What follows belongs to an exercise in optimizing a design on an open flow for small area, a short achievable clock period and few clock cycles per item; a production flow would make more cautious choices.
Function was checked by simulation only, so behaviour that the tests miss may differ from the original.
No activity file was given, so power comes from the tool's default toggle rates.

**flow/constraint.sdc**
```tcl
create_clock -name core_clock -period 10.0 [get_ports {clk}]
set_input_delay 2.0000 -clock core_clock [delete_from_list [all_inputs] [get_ports {clk}]]
set_output_delay 2.0000 -clock core_clock [all_outputs]
set_load 0.01 [all_outputs]
```
**flow/flow/run.sh**
```bash
#!/bin/bash
# Standard layout (standard.sh: the standard flow's synthesis and ORFS flow, unchanged),
# with two repair settings of ORFS passed through the environment:
#  - port buffers use buf_4 instead of the default pick, and
#  - repair_timing aims for a setup slack margin of 6.8 ns.
# The full make output goes to standard.log here; ORFS's per-step logs are
# under orfs/logs/.
set -euo pipefail
export BUFFER_PORTS_ARGS="-buffer_cell sky130_fd_sc_hd__buf_4"
export SETUP_SLACK_MARGIN=6.8
bash standard.sh > standard.log 2>&1
```
**flow/design.v**
```verilog
module vesc_fext (
    input  wire       clk,
    input  wire       rst,
    input  wire       in_valid,
    input  wire [7:0] in_data,
    input  wire       in_last,
    output wire       in_ready,
    output wire       out_valid,
    output wire [7:0] out_data,
    output wire       out_last,
    output wire       out_found,
    output wire [6:0] out_len,
    input  wire       out_ready
);
    function [15:0] crc_step;
        input [15:0] c;
        input [7:0]  b;
        reg   [15:0] t;
        begin
            t = {c[7:0], c[15:8]};
            t = t ^ {8'h00, b};
            t = t ^ {12'h000, t[7:4]};
            t = t ^ {t[3:0], 12'h000};
            t = t ^ {3'b000, t[7:0], 5'b00000};
            crc_step = t;
        end
    endfunction
    reg  [1023:0] ring;
    reg  [6:0]    T, T1;     
    wire [7:0]    r127 = ring[1023:1016];
    wire [7:0]    r126 = ring[1015:1008];
    wire [7:0]    tap  = ring[1007:1000];
    reg        iv;           
    reg        iw;           
    reg        ie;           
    reg        il;           
    reg [7:0]  id;
    always @(posedge clk)
        ring <= {ring[1015:0], iw ? id : r127};
    reg        dv;           
    reg        dbig, dovf;
    reg        bf;           
    reg        bsel;         
    wire [6:0] bL, bp;
    wire       rescan = dv & dovf & ~bf & ~dbig;
    wire       push   = dv & ~rescan;
    wire       pfound = bf & ~dbig;
    wire [6:0] pL     = pfound ? bL : 7'd0;
    wire       pF     = pfound & (bL != 7'd0);
    reg [3:0]  v;            
    reg [3:0]  qf, qF;       
    reg [6:0]  qL0, qL1, qL2, qL3;
    reg [6:0]  qp0, qp1, qp2, qp3;
    reg [3:0]  mr;           
    reg [6:0]  left;         
    reg        lz;           
    reg        ov;           
    wire       F0 = v[0] & qF[0];
    wire       F1 = v[1] & qF[1];
    wire       F2 = v[2] & qF[2];
    wire       F3 = v[3] & qF[3];
    wire       avail = v[0] & (~qF[0] | mr[0]);
    wire       lastb = ~qF[0] | lz;
    wire       ld    = ~ov | out_ready;
    wire       take  = ld & avail;
    wire       pop   = take & lastb;
    wire       cap   = take & F0;
    wire       busyT = F0 ? mr[0] : F1 ? mr[1] : F2 ? mr[2] : F3 & mr[3];
    wire       sfree = ~busyT | cap;
    reg        in_ready_r;
    reg        inbuf;        
    reg [7:0]  rem;          
    reg        big_acc;      
    reg [6:0]  jd;           
    reg        jbad;         
    reg [2:0]  owed;         
    reg        ovf;          
    reg        rs;           
    wire xfer   = in_valid & in_ready_r;
    wire nb127  = inbuf & (iv ? (rem == 8'hFE) : (rem == 8'hFD));
    wire start  = xfer & ~inbuf;
    wire [2:0] owed_n = owed + {2'b00, start} - {2'b00, pop};
    wire o0 = (owed == 3'd0), o1 = (owed == 3'd1), o3 = (owed < 3'd3), o4 = ~owed[2];
    wire z_ns  = pop ? o1 : o0;
    wire lt_ns = pop | o4;
    wire lt_s  = pop ? o4 : o3;
    wire al    = (jd == 7'd0);
    wire jok   = al | ~jbad;
    wire z_x   = inbuf & z_ns;
    wire lt_x  = inbuf ? lt_ns : lt_s;
    wire rdy_x  = in_last ? (~ovf & ~rs & (z_x | (lt_x & sfree & (~big_acc | jok))))
                          : (big_acc | nb127 | sfree);
    wire rdy_nx = big_acc ? 1'b1 :
                  inbuf   ? (al & sfree) :
                  (~ovf & ~rs & (z_ns | (lt_ns & jok & sfree)));
    wire rdy_n  = xfer ? rdy_x : rdy_nx;
    reg        rsw;          
    reg        rsf;          
    reg [6:0]  rs_start;     
    reg [6:0]  rs_last;      
    wire       rs_go   = rsw & (T == rs_start);
    wire       feed    = rs_go | rsf;
    wire       feedend = (T == rs_last);
    always @(posedge clk) begin
        id <= rs ? r126 : in_data;
        il <= rs ? feedend : in_last;
        if (rst) begin
            in_ready_r <= 1'b0;
            iv      <= 1'b0;
            iw      <= 1'b0;
            ie      <= 1'b0;
            inbuf   <= 1'b0;
            big_acc <= 1'b0;
            jd      <= 7'd0;
            jbad    <= 1'b0;
            owed    <= 3'd0;
            rsf     <= 1'b0;
            rsw     <= 1'b0;
        end else begin
            in_ready_r <= rdy_n;
            iv      <= rs ? feed : (xfer & ~big_acc);
            iw      <= xfer & ~big_acc;
            ie      <= xfer & in_last;
            owed    <= owed_n;
            if (xfer) begin
                inbuf   <= ~in_last;
                big_acc <= ~in_last & (big_acc | nb127);
            end
            if (xfer & ~big_acc) begin
                jd   <= 7'd1;
                jbad <= ~sfree;
            end else begin
                jd   <= jd + 7'd1;
                if (jd == 7'd127)
                    jbad <= 1'b0;
                else if (~sfree | (push & rs))
                    jbad <= 1'b1;
            end
            rsf <= feed & ~feedend;
            rsw <= (rsw & ~rs_go) | rescan;
        end
    end
    reg        d1_03, d2_03, d1_00;
    reg [7:0]  ovf_rem;      
    reg        bz0, bz1;     
    reg [15:0] crc0, crc1;
    reg [6:0]  cnt0, cnt1;
    reg [6:0]  L0, L1;
    reg [6:0]  p0s, p1s;     
    reg        o;            
    wire       ev    = iv;
    wire [7:0] eb    = id;
    wire       eend  = rs ? (iv & il) : ie;
    wire       bign  = ie & ~iw;    
    assign bL = bsel ? L1 : L0;
    assign bp = bsel ? p1s : p0s;
    wire t0 = bz0 & (cnt0 == 7'd0);
    wire t1 = bz1 & (cnt1 == 7'd0);
    wire is03 = (eb == 8'h03);
    wire pa0 = ev & t0 & is03 & (crc0 == 16'd0) & ((L0 != 7'd0) | ~il);
    wire pa1 = ev & t1 & is03 & (crc1 == 16'd0) & ((L1 != 7'd0) | ~il);
    wire w1  = pa1 & ~(pa0 & o);              
    wire pany = pa0 | pa1;
    wire cand  = ev & d2_03 & d1_00 & ~rem[7] & (eb <= rem);
    wire aok   = cand & ~bf & ~ovf;
    wire fr0   = ~bz0 | t0;
    wire fr1   = ~bz1 | t1;
    wire al0   = aok & fr0;
    wire al1   = aok & ~fr0 & fr1;
    wire alx   = aok & ~fr0 & ~fr1;
    wire [6:0] Tm1 = T - 7'd1;
    wire [7:0] rem5 = rem + 8'd5;
    always @(posedge clk) begin
        if (ev) begin
            if (bz0 & ~t0) begin crc0 <= crc_step(crc0, eb); cnt0 <= cnt0 - 7'd1; end
            if (bz1 & ~t1) begin crc1 <= crc_step(crc1, eb); cnt1 <= cnt1 - 7'd1; end
            if (al0) begin crc0 <= 16'd0; cnt0 <= eb[6:0] + 7'd2; end
            if (al1) begin crc1 <= 16'd0; cnt1 <= eb[6:0] + 7'd2; end
            if (al0 & ~pa0) begin L0 <= eb[6:0]; p0s <= Tm1; end
            if (al1 & ~pa1) begin L1 <= eb[6:0]; p1s <= Tm1; end
            if (pany) bsel <= w1;
            if (alx) begin
                ovf_rem  <= rem + 8'd2;
                rs_start <= T - 7'd3;
            end
        end
        if (eend & ~rs)
            rs_last <= Tm1;
        if (rst) begin
            rem <= 8'd124;
            d1_03 <= 1'b0; d2_03 <= 1'b0; d1_00 <= 1'b0;
            ovf <= 1'b0; rs <= 1'b0;
            bz0 <= 1'b0; bz1 <= 1'b0; o <= 1'b0; bf <= 1'b0;
            dv <= 1'b0; dbig <= 1'b0; dovf <= 1'b0;
        end else begin
            dv <= eend;
            if (eend) begin
                dbig <= bign;
                dovf <= ovf & ({~rem5[7], rem5[6:0]} <= {~ovf_rem[7], ovf_rem[6:0]});
            end
            if (eend) begin
                rem <= 8'd124;
                d1_03 <= 1'b0; d2_03 <= 1'b0; d1_00 <= 1'b0;
                bz0 <= 1'b0; bz1 <= 1'b0;
                if (pany) bf <= 1'b1;
            end else if (ev) begin
                rem   <= rem - 8'd1;
                d1_03 <= is03;
                d2_03 <= d1_03;
                d1_00 <= (eb == 8'h00);
                if (pany) bf <= 1'b1;
                if (alx & ~pany) ovf <= 1'b1;
                if (al0 & ~pany) bz0 <= 1'b1;
                else if (t0 | (pa1 & ~o)) bz0 <= 1'b0;
                if (al1 & ~pany) bz1 <= 1'b1;
                else if (t1 | (pa0 & o)) bz1 <= 1'b0;
                if (al0) o <= 1'b0;
                if (al1) o <= 1'b1;
            end
            if (dv) begin
                bf  <= 1'b0;
                ovf <= 1'b0;
                rs  <= rescan;
                if (rescan)
                    rem <= ovf_rem;
            end
        end
    end
    reg [7:0] od;
    reg       olast, ofound;
    reg [6:0] olen;
    wire [3:0] pa = {4{push}} & ~v & {v[2:0], 1'b1};
    wire [3:0] pb = {4{push}} & v & ~{1'b0, v[3:1]};
    wire cB  = (bp  == T1);
    wire c0  = (qp0 == T1), c1 = (qp1 == T1), c2 = (qp2 == T1), c3 = (qp3 == T1);
    always @(posedge clk) begin
        if (pop) begin
            if (pb[0]) begin qf[0] <= pfound; qF[0] <= pF; qL0 <= pL; qp0 <= bp; mr[0] <= cB; end
            else       begin qf[0] <= qf[1];  qF[0] <= qF[1]; qL0 <= qL1; qp0 <= qp1; mr[0] <= c1; end
            if (pb[1]) begin qf[1] <= pfound; qF[1] <= pF; qL1 <= pL; qp1 <= bp; mr[1] <= cB; end
            else       begin qf[1] <= qf[2];  qF[1] <= qF[2]; qL1 <= qL2; qp1 <= qp2; mr[1] <= c2; end
            if (pb[2]) begin qf[2] <= pfound; qF[2] <= pF; qL2 <= pL; qp2 <= bp; mr[2] <= cB; end
            else       begin qf[2] <= qf[3];  qF[2] <= qF[3]; qL2 <= qL3; qp2 <= qp3; mr[2] <= c3; end
            if (pb[3]) begin qf[3] <= pfound; qF[3] <= pF; qL3 <= pL; qp3 <= bp; mr[3] <= cB; end
            else mr[3] <= c3;
            left <= pb[0] ? pL - 7'd1 : qL1 - 7'd1;
            lz   <= pb[0] ? (pL == 7'd1) : (qL1 == 7'd1);
        end else begin
            if (pa[0]) begin qf[0] <= pfound; qF[0] <= pF; qL0 <= pL; qp0 <= bp; mr[0] <= cB; end
            else if (cap) begin qp0 <= qp0 + 7'd1; mr[0] <= 1'b1; end
            else mr[0] <= c0;
            if (pa[1]) begin qf[1] <= pfound; qF[1] <= pF; qL1 <= pL; qp1 <= bp; mr[1] <= cB; end
            else mr[1] <= c1;
            if (pa[2]) begin qf[2] <= pfound; qF[2] <= pF; qL2 <= pL; qp2 <= bp; mr[2] <= cB; end
            else mr[2] <= c2;
            if (pa[3]) begin qf[3] <= pfound; qF[3] <= pF; qL3 <= pL; qp3 <= bp; mr[3] <= cB; end
            else mr[3] <= c3;
            if (pa[0]) begin
                left <= pL - 7'd1;
                lz   <= (pL == 7'd1);
            end else if (cap) begin
                left <= left - 7'd1;
                lz   <= (left == 7'd1);
            end
        end
        od     <= ({8{ld & F0}} & tap)   | ({8{~ld}} & od);
        olast  <= (ld & lastb)           | (~ld & olast);
        ofound <= (ld & qf[0])           | (~ld & ofound);
        olen   <= ({7{ld}} & qL0)        | ({7{~ld}} & olen);
        if (rst) begin
            v <= 4'd0; ov <= 1'b0;
            T <= 7'd0; T1 <= 7'd1;
        end else begin
            T  <= T + 7'd1;
            T1 <= T1 + 7'd1;
            v  <= pop ? ({1'b0, v[3:1]} | pb) : (v | pa);
            ov <= (ld & avail) | (~ld & ov);
        end
    end
    assign in_ready  = in_ready_r;
    assign out_valid = ov;
    assign out_data  = od;
    assign out_last  = olast;
    assign out_found = ofound;
    assign out_len   = olen;
endmodule
```
**flow/standard.sh**
```bash
#!/bin/bash
# synth_recipe.tcl (not shown) runs the flow's synth.tcl, then flattens the netlist and writes it again
# the make line also repeats each setting of config.mk as NAME=value (left out here)
make -C /OpenROAD-flow-scripts/flow DESIGN_CONFIG=/design/flow/config.mk WORK_HOME=/design/flow/orfs CLKGATE_MAP_FILE= SYNTH_SCRIPT=/design/flow/synth_recipe.tcl "${@:-finish}"
```
**flow/config.mk**
```make
export PLATFORM = sky130hd
export DESIGN_NAME = vesc_fext
export DESIGN_NICKNAME = vesc_fext
export VERILOG_FILES = /design/flow/design.v
export SDC_FILE = /design/flow/constraint.sdc
export NUM_CORES = 4
export LEC_CHECK = 0
export CAP_MARGIN = 20
export CORE_MARGIN = 2
export CORE_UTILIZATION = 40
export CTS_CLUSTER_DIAMETER = 60
export CTS_CLUSTER_SIZE = 32
export SLEW_MARGIN = 20
```
==> run summary <==
-- report_power, final --
| part | internal (W) | switching (W) |
|---|---|---|
| clock | 0.00146 | 0.00179 |
| combinational | 0.0000558 | 0.0000684 |
| sequential | 0.00527 | 0.0000423 |
-- what timing repair did --
action,in CTS,in global routing
setup endpoints to repair,207,92
gates cloned,1,0
pin swaps,2,0
buffers inserted,4,0
resized for setup,13,7
-- sequential cells by signal (all words and copies together) (netlist names), 8 cells and up, named ones only --
register and count:
crc0 16, crc1 16, id 8, od 8, ovf_rem 8, rem 8
ring 1024
-- stage by stage --
stage / std cells / setup slack, ps / total power [W]
floorplan: 2205 / 6270 / 0.00551
global placement: 3266 / 5450 / 0.00555
detailed placement: 3266 / 5350 / 0.00556
CTS: 3389 / 6750 / 0.00881
global route: 3389 / 6740 / 0.00901
finish: 3389 / 6810 / 0.00869
-- worst paths after layout --
| path | startpoint | to | slack (ps) | cells after the start |
|---|---|---|---|---|
| setup / recovery | flop | out_len[6] | 6810 | 1 |
| setup reg to reg | rem[2]$_SDFF_PP1_ | crc0[13]$_SDFFCE_PN0P_ | 7060 | 8 |
| hold / removal | ring[720]$_DFF_P_ | ring[728]$_DFF_P_ | 310 | 0 |
| hold reg to reg | ring[720]$_DFF_P_ | ring[728]$_DFF_P_ | 310 | 0 |
-- area by class of cell --
cell class	instances	area, um2	share of cell area
Sequential cell	1281	27400	0.731
Timing Repair Buffer	40	334	0.00890
Inverter	56	224	0.00597
Clock buffer	74	1780	0.0474
Multi-Input combinational cell	814	5670	0.151
Tap cell	1080	1350	0.0360
Clock inverter	44	731	0.0195
-- worst reg2reg max path, delay by kind of cell, from the launching register on --
family / cells / cell delay (ps)
DFF: 1 / 650
and+or+nand+nor: 3 / 640
adders and majority gates: 1 / 350
AOI/OAI and AO/OA: 2 / 540
buffers and inverters: 2 / 430
-- cell families (layout without fill, tap and decap cells) --
family,after synthesis,in the layout,synth area share
AO/OA/AOI/OAI,170,171,0.0321
XOR/XNOR,170,170,0.0445
flip-flops,1281,1281,0.820
AND/OR/NAND/NOR,382,382,0.0562
buffers and inverters,111,214,0.0140
adder cells (fa/ha/maj),43,43,0.0163
multiplexers,48,48,0.0168
-- per-layer routing --
layer	share of wire	track usage	vias up
met2	0.42	0.168	294
met5	0	0	-
li1	-	-	7426
met1	0.50	0.165	7096
met4	0.027	0.0464	0
met3	0.049	0.0215	91
-- cell usage in the layout (no fill, tap or decap), types with 6 or more instances in the layout --
cell type and instances:
xor2_1 77, xnor2_1 93, nand3_1 38, edfxtp_1 178, inv_2 9, o22ai_1 6, a21oi_1 55, inv_1 44
a22oi_1 7, clkbuf_16 70, nand4_1 13, mux2_2 24, inv_6 7, nor3_1 23, nor2b_1 13, a22o_1 8
ha_1 40, dfxtp_1 1100, buf_4 31, mux2i_1 17, and3_1 9, clkinv_16 7, nand2b_1 11, nand2_1 100
o21ai_0 28, o21ai_1 10, o211ai_1 12, nor4_1 19, buf_6 9, o221ai_1 9, clkinv_8 11, nor2_1 105
==> reports/metrics.yaml <==
timing:
  finalClockSkew_ps: 41.4
  max_freq_mhz: 314
  finalCritPeriodShare: 0.319
  grt_setup_unrepaired: "yes"
  setup_viol: 0
  layout_min_cycle_time_ps: 3190
  worst_slew_pin_slew_ps: 1090
  relSlewSlack: 0.276
  whs_ps: 307
  finalSetupTns_ps: 0
  final_hold_viol_count: 0
  maxSlewViolCount: 0
logic_synthesis:
  synth_commonest_cells: "dfxtp_1, edfxtp_1, nor2_1"
  syn-mean-instance-area_um2: 15.2
  netlist.area_leader.share: 0.660
  synth.most_common_cell: "dfxtp_1"
  async_flop_share: 0
  ys_seq_area_frac: 0.820
  synth_top_cell_by_area: "dfxtp_1"
  yosysWarnings: 1
  yosys.cell_types.count: 70
  ys_ff_latch: 1281
  syn_nets: 2261
  synthCells: 2205
  netlist_top_cells_area: "dfxtp_1, edfxtp_1, xnor2_1"
  synth_flop_cell: "dfxtp_1"
  syn_area_um2: 33400
  synth_edf_count: 178
critical_path:
  crit_path_start_kind: "flop"
  crit_path_max_incr_delay_ps: 400
  arrival_ps: 1190
  slowest_stage: "edfxtp_1"
  required_ps: 8000
  critical_path_class: "reg2out"
  cp-end-kind: "output pin"
  crit_chain: "buf_6"
  path_max_fanout: 1
  critPathBufInv: 1
  crit_family: "flip-flops"
power:
  peakVddDrop_v: 0.000118
  p_per_area_nw_per_um2: 232
  power_leakage_nw: 14.3
clock_tree:
  cts_buffers: 69
  ctsHoldBuffers: 0
  cts-root-buf: "clkbuf_16"
  clock_latency_ps: 650
  cts_buffer_depth: 3
  htree_levels: 3
  cts_tree: "yes"
  clk_pin_slew_ps: 110
  cts.sinks: 1281
floorplan:
  die_area_um2: 85900
  start_util: 0.402
  die_width_um: 293
  rows: 106
  boundaryPins: 32
  coreArea_um2: 83200
  die_y_um: 293
grt:
  overflow: 0
  grt_pass1_wl_mm: 79.2
  grt_start_max_net_pins: 39
  grt_use_total: 0.114
  first_global_vias: 14976
  antenna_found_initial: 2
route:
  drcViolationCount: 0
  wirelength_mm: 48.1
  antenna_left: 0
  detail_route.wl_per_cell_um: 14.2
  dr.pass1.iters: 5
  viasPerCell: 4.40
  vias: 14907
  detail_route.iter0.violations: 810
outcome:
  outcome: "no timing/DRC/antenna violations"
place:
  place_area_um2: 34900
  dp.final_hpwl_mm: 29.2
  gp_congestion: 0.779
  portBuffers: 31
layout:
  fin_util: 0.451
  final.fill_count: 7202
  layout.nets: 2318
  areaGrowthSynthToFinish_pct: 12.2
  fin_area_um2: 37500
  layout-drive-gt1-share: 0.102
  antennaDiodeCount: 0
min_path:
  hp-class: "reg2reg"
flow_run:
  maxCapViolCount: 0
Testbench counts, summed over its fixed seeds: cycles 93,964, items 1,280.

[afterwards: timing with drivers on the ports]
Ports are ideal in the flow. The routed layout listed here was re-timed in OpenROAD.
Step 1 sets driving cells, clkbuf_16 on the clock port and buf_2 on the other inputs (assumed; they add their load-dependent delay and slew).
Step 2, shift: input delay + t, output delay - t, t = (earliest + latest rising clock arrival at the registers) / 2. This alone moves slack from input paths to output paths.
Three values: ideal ports, drivers, drivers and shift; two values: the first two.
t (ns): 0.685
slack for setup (ns): 6.815 / 6.756 / 6.261
worst setup path at the end: input to register
clock arrival spread, ns: 0.052 / 0.052
cell pins on the clock port's net: 1
After both steps setup and hold are still met in this run. For this run, drivers alone change the setup slack by -0.059 ns; drivers and shift together by -0.554 ns.
